From an optimization exercise on the open Yosys and OpenROAD flow, aimed at small area; shortcuts taken in it are not production practice. Only simulation tests tie the RTL to the original design; equivalence was not proved.

==> 05-08 <==
// mbnet_core
module mbnet_core (
    input  wire        clk,
    input  wire        rst,
    input  wire        cmd_valid,
    output wire        cmd_ready,
    input  wire [63:0] cmd,
    input  wire [63:0] cmd_data,
    output reg         res_valid,
    output reg  [3:0]  res_status,
    output wire [7:0]  res_id,
    output reg  [3:0]  res_dlc,
    output reg  [1:0]  res_tos,
    output wire [63:0] res_data,
    output wire        tx_valid,
    input  wire        tx_ready,
    output wire [28:0] tx_id,
    output wire [3:0]  tx_dlc,
    output wire [63:0] tx_data,
    input  wire        rx_valid,
    input  wire        rx_ide,
    input  wire        rx_rtr,
    input  wire [28:0] rx_id,
    input  wire [3:0]  rx_dlc,
    input  wire [63:0] rx_data,
    output wire        call_valid,
    output wire [2:0]  call_kind,
    output wire [6:0]  call_master,
    output reg  [1:0]  call_tos,
    output reg  [15:0] call_control,
    output reg  [3:0]  call_dlc,
    output reg  [63:0] call_data,
    input  wire        call_ret,
    output reg         log_valid,
    output wire [28:0] log_id
);
    localparam [9:0] ACK_POLL_BUDGET = 10'd1000;
    localparam [3:0] OP_INIT        = 4'h0;
    localparam [3:0] OP_NODEID_SET  = 4'h1;
    localparam [3:0] OP_NODEID_GET  = 4'h2;
    localparam [3:0] OP_SEND_REQ    = 4'h3;
    localparam [3:0] OP_SEND_AGAIN  = 4'h4;
    localparam [3:0] OP_WAIT_ACK_NB = 4'h5;
    localparam [3:0] OP_WAIT_ACK    = 4'h6;
  ...
clock: 10.0 ns
lec_check: 0
cap_margin: 20
core_margin: 2
core_utilization: 55
cts_cluster_diameter: 80
cts_cluster_size: 30
place_density: 0.75
slew_margin: 20
standard.sh (not shown) runs the stock make flow with config.mk's settings and CLKGATE_MAP_FILE= SYNTH_SCRIPT=/design/flow/synth_recipe.tcl, a recipe that flattens the netlist after the stock synthesis.
==> flow/flow/run.sh <==
#!/bin/bash
# Standard ORFS layout (the standard.sh, unchanged synthesis), with
# the smallest buffer on the ports and CTS sink clusters of up to 30
# flip-flops, without dummy loads.
set -euo pipefail
export BUFFER_PORTS_ARGS="-buffer_cell sky130_fd_sc_hd__buf_1"
export CTS_ARGS="-sink_clustering_enable -repair_clock_nets -sink_clustering_size 30 -sink_clustering_max_diameter 80 -dont_use_dummy_load"
bash standard.sh > standard.log 2>&1
==> 05-06 (differences from 05-08) <==
--- a/flow/design.v
+++ b/flow/design.v
@@ -5,24 +5,20 @@
     input  wire         rst,
     input  wire         push,
     input  wire [W-1:0] push_data,
     input  wire         pop,
     output wire         empty,
-    output wire [W-1:0] head,
-    output wire [4*W-1:0] slots,
-    output wire [3:0]     rd_sel
+    output wire [W-1:0] head
 );
     reg [W-1:0] mem0, mem1, mem2, mem3;
     reg [3:0]   rd_oh;
     reg [3:0]   wr_oh;
     reg         full;
     wire same = |(rd_oh & wr_oh);
     assign empty = same && !full;
     assign head  = ({W{rd_oh[0]}} & mem0) | ({W{rd_oh[1]}} & mem1) |
                    ({W{rd_oh[2]}} & mem2) | ({W{rd_oh[3]}} & mem3);
-    assign slots  = {mem3, mem2, mem1, mem0};
-    assign rd_sel = rd_oh;
     wire do_push = push && !full;
     wire do_pop  = pop && !empty;
     wire [3:0] wr_nx = {wr_oh[2:0], wr_oh[3]};
     always @(posedge clk) begin
         if (do_push && wr_oh[0]) mem0 <= push_data;
@@ -114,14 +110,10 @@
     localparam [2:0] H_REPLY = 3'd7;
     localparam [1:0] K_PFIN  = 2'd0;  
     localparam [1:0] K_PPOLL = 2'd1;  
     localparam [1:0] K_ACK   = 2'd2;  
     localparam [1:0] K_REPLY = 2'd3;  
-    function [88:0] rq_ent;
-        input [88:0] e;
-        rq_ent = {e[70:68], e[72:71], e[88:73], e[67:64], e[63:0]};
-    endfunction
     function [63:0] mask_msg;
         input [63:0] msg;
         input [3:0]  dlc;
         integer k;
         begin
@@ -168,27 +160,23 @@
                      (rx_id[7:1] == node_id);
     wire [63:0] rx_payload = mask_msg(rx_data, rx_dlc);
     wire        rq_empty, aq_empty;
     wire [88:0] rq_head;
     wire [95:0] aq_head;
-    wire [355:0] rq_slots;
-    wire [3:0]   rq_rd;
     wire        rq_pop = (state == H_DRAIN);
     wire        aq_pop = (state == S_POLL);
     mbnet_rxq #(.W(89)) u_rq (
         .clk(clk), .rst(rst),
         .push(rx_accept && !rx_id[0]),
         .push_data({rx_id[28:8], rx_dlc, rx_payload}),
-        .pop(rq_pop), .empty(rq_empty), .head(rq_head),
-        .slots(rq_slots), .rd_sel(rq_rd)
+        .pop(rq_pop), .empty(rq_empty), .head(rq_head)
     );
     mbnet_rxq #(.W(96)) u_aq (
         .clk(clk), .rst(rst),
         .push(rx_accept && rx_id[0]),
         .push_data({rx_id[28:1], rx_dlc, rx_payload}),
-        .pop(aq_pop), .empty(aq_empty), .head(aq_head),
-        .slots(), .rd_sel()
+        .pop(aq_pop), .empty(aq_empty), .head(aq_head)
     );
     wire [20:0] rq_id   = rq_head[88:68];    
     wire [3:0]  rq_dlc  = rq_head[67:64];
     wire [63:0] rq_data = rq_head[63:0];
     wire [1:0]  rq_tos  = rq_id[4:3];
@@ -571,22 +559,39 @@
             c_tos <= cmd[17:16];
         else if (do_probe)
             c_tos <= scan_st;
         if (do_setid)
             node_id <= c_id[6:0];
-        {pend_ctrl, pend_tos, pend_ms, pend_node, pend_dlc, pend_msg} <=
-            ({96{new_req}} & {cmd[47:32], cmd[17:16], node_id[6:4], cmd[14:8], n_dlc, n_msg}) |
-            ({96{do_probe}} & {16'h0000, 2'd3, node_id[6:4], scan_c, 4'd0, 64'd0}) |
-            ({96{!new_req && !do_probe}} & {pend_ctrl, pend_tos, pend_ms, pend_node, pend_dlc, pend_msg});
+        if (new_req) begin
+            pend_ctrl <= cmd[47:32];
+            pend_tos  <= cmd[17:16];
+            pend_ms   <= node_id[6:4];
+            pend_node <= cmd[14:8];
+            pend_dlc  <= n_dlc;
+            pend_msg  <= n_msg;
+        end else if (do_probe) begin
+            pend_ctrl <= 16'h0000;
+            pend_tos  <= 2'd3;
+            pend_ms   <= node_id[6:4];
+            pend_node <= scan_c;
+            pend_dlc  <= 4'd0;
+            pend_msg  <= 64'd0;
+        end
         for (i = 1; i < 8; i = i + 1) begin
             rc[i] <= rc[i-1];
             rp[i] <= rp[i-1];
         end
-        rc[0] <= ({5{flush_h}} & hc) | ({5{rec_direct}} & cidx) |
-                 ({5{!flush_h && !rec_direct}} & rc[7]);
-        rp[0] <= ({64{flush_h}} & hp) | ({64{rec_direct}} & aq_data) |
-                 ({64{!flush_h && !rec_direct}} & rp[7]);
+        if (flush_h) begin
+            rc[0] <= hc;
+            rp[0] <= hp;
+        end else if (rec_direct) begin
+            rc[0] <= cidx;
+            rp[0] <= aq_data;
+        end else begin
+            rc[0] <= rc[7];
+            rp[0] <= rp[7];
+        end
         if (rec_to_h) begin
             hc <= cidx;
             hp <= aq_data;
         end
         if (ld_budget)
@@ -599,22 +604,29 @@
         end else if (clr_lock) begin
             locked    <= 1'b0;
         end
         if (set_rtos)
             h_reply_tos <= rtos_nx;
-        {h_ms, call_tos, call_control, call_dlc, call_data} <=
-            ({89{dispatch && rq_rd[0]}} & rq_ent(rq_slots[88:0])) |
-            ({89{dispatch && rq_rd[1]}} & rq_ent(rq_slots[177:89])) |
-            ({89{dispatch && rq_rd[2]}} & rq_ent(rq_slots[266:178])) |
-            ({89{dispatch && rq_rd[3]}} & rq_ent(rq_slots[355:267])) |
-            ({89{!dispatch}} & {h_ms, call_tos, call_control, call_dlc, call_data});
+        if (dispatch) begin
+            h_ms         <= rq_ms;
+            call_tos     <= rq_tos;
+            call_control <= rq_id[20:5];
+            call_dlc     <= rq_dlc;
+            call_data    <= rq_data;
+        end
         res_status <= fin_status;
         res_get    <= (state == S_EXEC) && (c_op == OP_NODEID_GET);
         res_dlc    <= fin_aq ? aq_dlc : 4'd0;
         res_tos    <= fin_aq ? ack_tos : 2'd0;
         log_idr    <= aq_id;
-        xd <= ({64{take && n_op == OP_SEND_ACK}} & n_msg) |
-              ({64{x_hold}}  & xd) |
-              ({64{fin_aq}}  & aq_data) |
-              ({64{fin_hit}} & hit_data);
+        if (take && n_op == OP_SEND_ACK)
+            xd <= n_msg;
+        else if (x_hold)
+            xd <= xd;
+        else if (fin_aq)
+            xd <= aq_data;
+        else if (fin_hit)
+            xd <= hit_data;
+        else
+            xd <= 64'd0;
     end
 endmodule
==> flow/flow/run.sh (replaced) <==
#!/bin/bash
# Standard ORFS layout (the standard.sh, unchanged synthesis), with
# the smallest buffer on the ports and CTS sink clusters of up to 30
# flip-flops, without dummy loads.
set -euo pipefail
export BUFFER_PORTS_ARGS="-buffer_cell sky130_fd_sc_hd__buf_1"
export CTS_ARGS="-sink_clustering_enable -repair_clock_nets -sink_clustering_size 30 -sink_clustering_max_diameter 70 -dont_use_dummy_load"
bash standard.sh > standard.log 2>&1
==> flow/config.mk (replaced) <==
export PLATFORM = sky130hd
export DESIGN_NAME = mbnet_core
export DESIGN_NICKNAME = mbnet_core
export VERILOG_FILES = /design/flow/design.v
export SDC_FILE = /design/flow/constraint.sdc
export NUM_CORES = 4
export LEC_CHECK = 0
export CAP_MARGIN = 20
export CORE_MARGIN = 2
export CORE_UTILIZATION = 70
export CTS_CLUSTER_DIAMETER = 70
export CTS_CLUSTER_SIZE = 30
export PLACE_DENSITY = 0.85
export SLEW_MARGIN = 20
==> 12-22 (differences from 05-08) <==
--- a/flow/design.v
+++ b/flow/design.v
@@ -5,24 +5,20 @@
     input  wire         rst,
     input  wire         push,
     input  wire [W-1:0] push_data,
     input  wire         pop,
     output wire         empty,
-    output wire [W-1:0] head,
-    output wire [4*W-1:0] slots,
-    output wire [3:0]     rd_sel
+    output wire [W-1:0] head
 );
     reg [W-1:0] mem0, mem1, mem2, mem3;
     reg [3:0]   rd_oh;
     reg [3:0]   wr_oh;
     reg         full;
     wire same = |(rd_oh & wr_oh);
     assign empty = same && !full;
     assign head  = ({W{rd_oh[0]}} & mem0) | ({W{rd_oh[1]}} & mem1) |
                    ({W{rd_oh[2]}} & mem2) | ({W{rd_oh[3]}} & mem3);
-    assign slots  = {mem3, mem2, mem1, mem0};
-    assign rd_sel = rd_oh;
     wire do_push = push && !full;
     wire do_pop  = pop && !empty;
     wire [3:0] wr_nx = {wr_oh[2:0], wr_oh[3]};
     always @(posedge clk) begin
         if (do_push && wr_oh[0]) mem0 <= push_data;
@@ -114,14 +110,10 @@
     localparam [2:0] H_REPLY = 3'd7;
     localparam [1:0] K_PFIN  = 2'd0;  
     localparam [1:0] K_PPOLL = 2'd1;  
     localparam [1:0] K_ACK   = 2'd2;  
     localparam [1:0] K_REPLY = 2'd3;  
-    function [88:0] rq_ent;
-        input [88:0] e;
-        rq_ent = {e[70:68], e[72:71], e[88:73], e[67:64], e[63:0]};
-    endfunction
     function [63:0] mask_msg;
         input [63:0] msg;
         input [3:0]  dlc;
         integer k;
         begin
@@ -168,27 +160,23 @@
                      (rx_id[7:1] == node_id);
     wire [63:0] rx_payload = mask_msg(rx_data, rx_dlc);
     wire        rq_empty, aq_empty;
     wire [88:0] rq_head;
     wire [95:0] aq_head;
-    wire [355:0] rq_slots;
-    wire [3:0]   rq_rd;
     wire        rq_pop = (state == H_DRAIN);
     wire        aq_pop = (state == S_POLL);
     mbnet_rxq #(.W(89)) u_rq (
         .clk(clk), .rst(rst),
         .push(rx_accept && !rx_id[0]),
         .push_data({rx_id[28:8], rx_dlc, rx_payload}),
-        .pop(rq_pop), .empty(rq_empty), .head(rq_head),
-        .slots(rq_slots), .rd_sel(rq_rd)
+        .pop(rq_pop), .empty(rq_empty), .head(rq_head)
     );
     mbnet_rxq #(.W(96)) u_aq (
         .clk(clk), .rst(rst),
         .push(rx_accept && rx_id[0]),
         .push_data({rx_id[28:1], rx_dlc, rx_payload}),
-        .pop(aq_pop), .empty(aq_empty), .head(aq_head),
-        .slots(), .rd_sel()
+        .pop(aq_pop), .empty(aq_empty), .head(aq_head)
     );
     wire [20:0] rq_id   = rq_head[88:68];    
     wire [3:0]  rq_dlc  = rq_head[67:64];
     wire [63:0] rq_data = rq_head[63:0];
     wire [1:0]  rq_tos  = rq_id[4:3];
@@ -251,10 +239,11 @@
     reg        probe_ok;
     reg        probe_fail;
     reg        do_init;
     reg        do_setid;
     reg        ld_budget;
+    reg        dec_budget;
     reg        do_probe;     
     reg        do_scan;      
     reg        dispatch;     
     reg        set_lock;
     reg        clr_lock;
@@ -272,10 +261,11 @@
         probe_ok   = 1'b0;
         probe_fail = 1'b0;
         do_init    = 1'b0;
         do_setid   = 1'b0;
         ld_budget  = 1'b0;
+        dec_budget = 1'b0;
         do_probe   = 1'b0;
         do_scan    = 1'b0;
         dispatch   = 1'b0;
         set_lock   = 1'b0;
         clr_lock   = 1'b0;
@@ -417,10 +407,12 @@
                         probe_fail = 1'b1;
                         state_nx   = H_DRAIN;
                     end else begin
                         fin = 1'b1; fin_status = ST_TIMEOUT;
                     end
+                end else begin
+                    dec_budget = 1'b1;
                 end
             end
         end
         H_SCAN: begin
             clr_lock = 1'b1;
@@ -571,50 +563,74 @@
             c_tos <= cmd[17:16];
         else if (do_probe)
             c_tos <= scan_st;
         if (do_setid)
             node_id <= c_id[6:0];
-        {pend_ctrl, pend_tos, pend_ms, pend_node, pend_dlc, pend_msg} <=
-            ({96{new_req}} & {cmd[47:32], cmd[17:16], node_id[6:4], cmd[14:8], n_dlc, n_msg}) |
-            ({96{do_probe}} & {16'h0000, 2'd3, node_id[6:4], scan_c, 4'd0, 64'd0}) |
-            ({96{!new_req && !do_probe}} & {pend_ctrl, pend_tos, pend_ms, pend_node, pend_dlc, pend_msg});
+        if (new_req) begin
+            pend_ctrl <= cmd[47:32];
+            pend_tos  <= cmd[17:16];
+            pend_ms   <= node_id[6:4];
+            pend_node <= cmd[14:8];
+            pend_dlc  <= n_dlc;
+            pend_msg  <= n_msg;
+        end else if (do_probe) begin
+            pend_ctrl <= 16'h0000;
+            pend_tos  <= 2'd3;
+            pend_ms   <= node_id[6:4];
+            pend_node <= scan_c;
+            pend_dlc  <= 4'd0;
+            pend_msg  <= 64'd0;
+        end
         for (i = 1; i < 8; i = i + 1) begin
             rc[i] <= rc[i-1];
             rp[i] <= rp[i-1];
         end
-        rc[0] <= ({5{flush_h}} & hc) | ({5{rec_direct}} & cidx) |
-                 ({5{!flush_h && !rec_direct}} & rc[7]);
-        rp[0] <= ({64{flush_h}} & hp) | ({64{rec_direct}} & aq_data) |
-                 ({64{!flush_h && !rec_direct}} & rp[7]);
+        if (flush_h) begin
+            rc[0] <= hc;
+            rp[0] <= hp;
+        end else if (rec_direct) begin
+            rc[0] <= cidx;
+            rp[0] <= aq_data;
+        end else begin
+            rc[0] <= rc[7];
+            rp[0] <= rp[7];
+        end
         if (rec_to_h) begin
             hc <= cidx;
             hp <= aq_data;
         end
         if (ld_budget)
             budget <= ACK_POLL_BUDGET;
-        else
+        else if (dec_budget)
             budget <= budget - 10'd1;
         if (set_lock) begin
             locked    <= 1'b1;
             locked_ms <= rq_ms;
         end else if (clr_lock) begin
             locked    <= 1'b0;
         end
         if (set_rtos)
             h_reply_tos <= rtos_nx;
-        {h_ms, call_tos, call_control, call_dlc, call_data} <=
-            ({89{dispatch && rq_rd[0]}} & rq_ent(rq_slots[88:0])) |
-            ({89{dispatch && rq_rd[1]}} & rq_ent(rq_slots[177:89])) |
-            ({89{dispatch && rq_rd[2]}} & rq_ent(rq_slots[266:178])) |
-            ({89{dispatch && rq_rd[3]}} & rq_ent(rq_slots[355:267])) |
-            ({89{!dispatch}} & {h_ms, call_tos, call_control, call_dlc, call_data});
+        if (dispatch) begin
+            h_ms         <= rq_ms;
+            call_tos     <= rq_tos;
+            call_control <= rq_id[20:5];
+            call_dlc     <= rq_dlc;
+            call_data    <= rq_data;
+        end
         res_status <= fin_status;
         res_get    <= (state == S_EXEC) && (c_op == OP_NODEID_GET);
         res_dlc    <= fin_aq ? aq_dlc : 4'd0;
         res_tos    <= fin_aq ? ack_tos : 2'd0;
         log_idr    <= aq_id;
-        xd <= ({64{take && n_op == OP_SEND_ACK}} & n_msg) |
-              ({64{x_hold}}  & xd) |
-              ({64{fin_aq}}  & aq_data) |
-              ({64{fin_hit}} & hit_data);
+        if (take && n_op == OP_SEND_ACK)
+            xd <= n_msg;
+        else if (x_hold)
+            xd <= xd;
+        else if (fin_aq)
+            xd <= aq_data;
+        else if (fin_hit)
+            xd <= hit_data;
+        else
+            xd <= 64'd0;
     end
 endmodule
==> flow/flow/run.sh (replaced) <==
#!/bin/bash
# Standard ORFS layout (the standard.sh, unchanged synthesis), with
# the smallest buffer on the ports and CTS sink clusters of up to 25
# flip-flops, without dummy loads.
set -euo pipefail
export BUFFER_PORTS_ARGS="-buffer_cell sky130_fd_sc_hd__buf_1"
export CTS_ARGS="-sink_clustering_enable -repair_clock_nets -sink_clustering_size 25 -sink_clustering_max_diameter 100 -dont_use_dummy_load"
bash standard.sh > standard.log 2>&1
==> flow/config.mk (replaced) <==
export PLATFORM = sky130hd
export DESIGN_NAME = mbnet_core
export DESIGN_NICKNAME = mbnet_core
export VERILOG_FILES = /design/flow/design.v
export SDC_FILE = /design/flow/constraint.sdc
export NUM_CORES = 4
export LEC_CHECK = 0
export CAP_MARGIN = 20
export CORE_MARGIN = 2
export CORE_UTILIZATION = 40
export CTS_CLUSTER_DIAMETER = 100
export CTS_CLUSTER_SIZE = 25
export PLACE_DENSITY = 0.6
export SLEW_MARGIN = 20
==> results.cfg <==
[setup_path]
required_ns = 10.52
cp_num_cells = 13
crit_fanout = 54

[layout]
inverters = 33
nClkBuffers = 76
design_area_sq_um = 68700

[die]
die_area_sq_um = 119000

[status]
outcome = finished clean

[hold_path]
min_to = rc[3][2]

[route]
vias_per_cell = 6.41
drtIter0Drc = 5755
# the run above: 05-08

==> results.cfg <==
[status]
outcome = finished clean

[setup_path]
rr_endpoint = pend_msg[41]
cp_num_cells = 12
required_ns = 10.29
crit_fanout = 62

[route]
drtIter0Drc = 5717
vias_per_cell = 6.80

[layout]
nClkBuffers = 74
inverters = 34

[global_route]
grt_util_met2_pct = 52.0
grtUsageMet3_pct = 5.86
overflow = 0

[die]
die_area_sq_um = 94900

[cts]
cts_buffers = 74

[pwr]
powerClk_uw = 3400

[synthesis]
muxShareOfSynthArea_pct = 2.61
# the run above: 05-06

==> results.cfg <==
[route]
vias_per_cell = 5.60
drtIter0Drc = 4379

[die]
die_area_sq_um = 165000

[setup_path]
required_ns = 10.32
crit_fanout = 53

[layout]
nClkBuffers = 82
design_area_sq_um = 70700
inverters = 36

[status]
outcome = finished clean

[hold_path]
min_to = rp[1][4]
# the run above: 12-22

separate check: timing with driven ports:
The flow's constraints put no driver on any port. The routed layouts listed below were extracted and timed again, unchanged, in two steps.
Step 1 assumes that a clkbuf_16 drives the clock port and a buf_2 every other input.
Step 2 times the ports against the registers' clock, not the clock port: input delays grow and output delays shrink by t, the midpoint of the rising clock arrivals with the driver on.
Three values: no drivers, after step 1, after step 2; two values: the first two.
| run | t, ns | setup slack, ns | hold slack, ns | clock arrival spread, ns |
|---|---|---|---|---|
| 05-08 | 0.728 | 4.267 / 4.267 / 4.016 | 0.275 / 0.275 / 0.275 | 0.108 / 0.108 |
| 05-06 | 0.699 | 4.308 / 4.308 / 4.075 | 0.328 / 0.328 / 0.328 | 0.083 / 0.084 |
| 12-22 | 0.762 | 3.933 / 3.933 / 3.859 | 0.302 / 0.302 / 0.302 | 0.102 / 0.102 |
After both steps every run listed still meets setup and hold. The setup slack of 05-08, which loses most, moves by 0.000 ns with the drivers and by -0.251 ns with both steps.
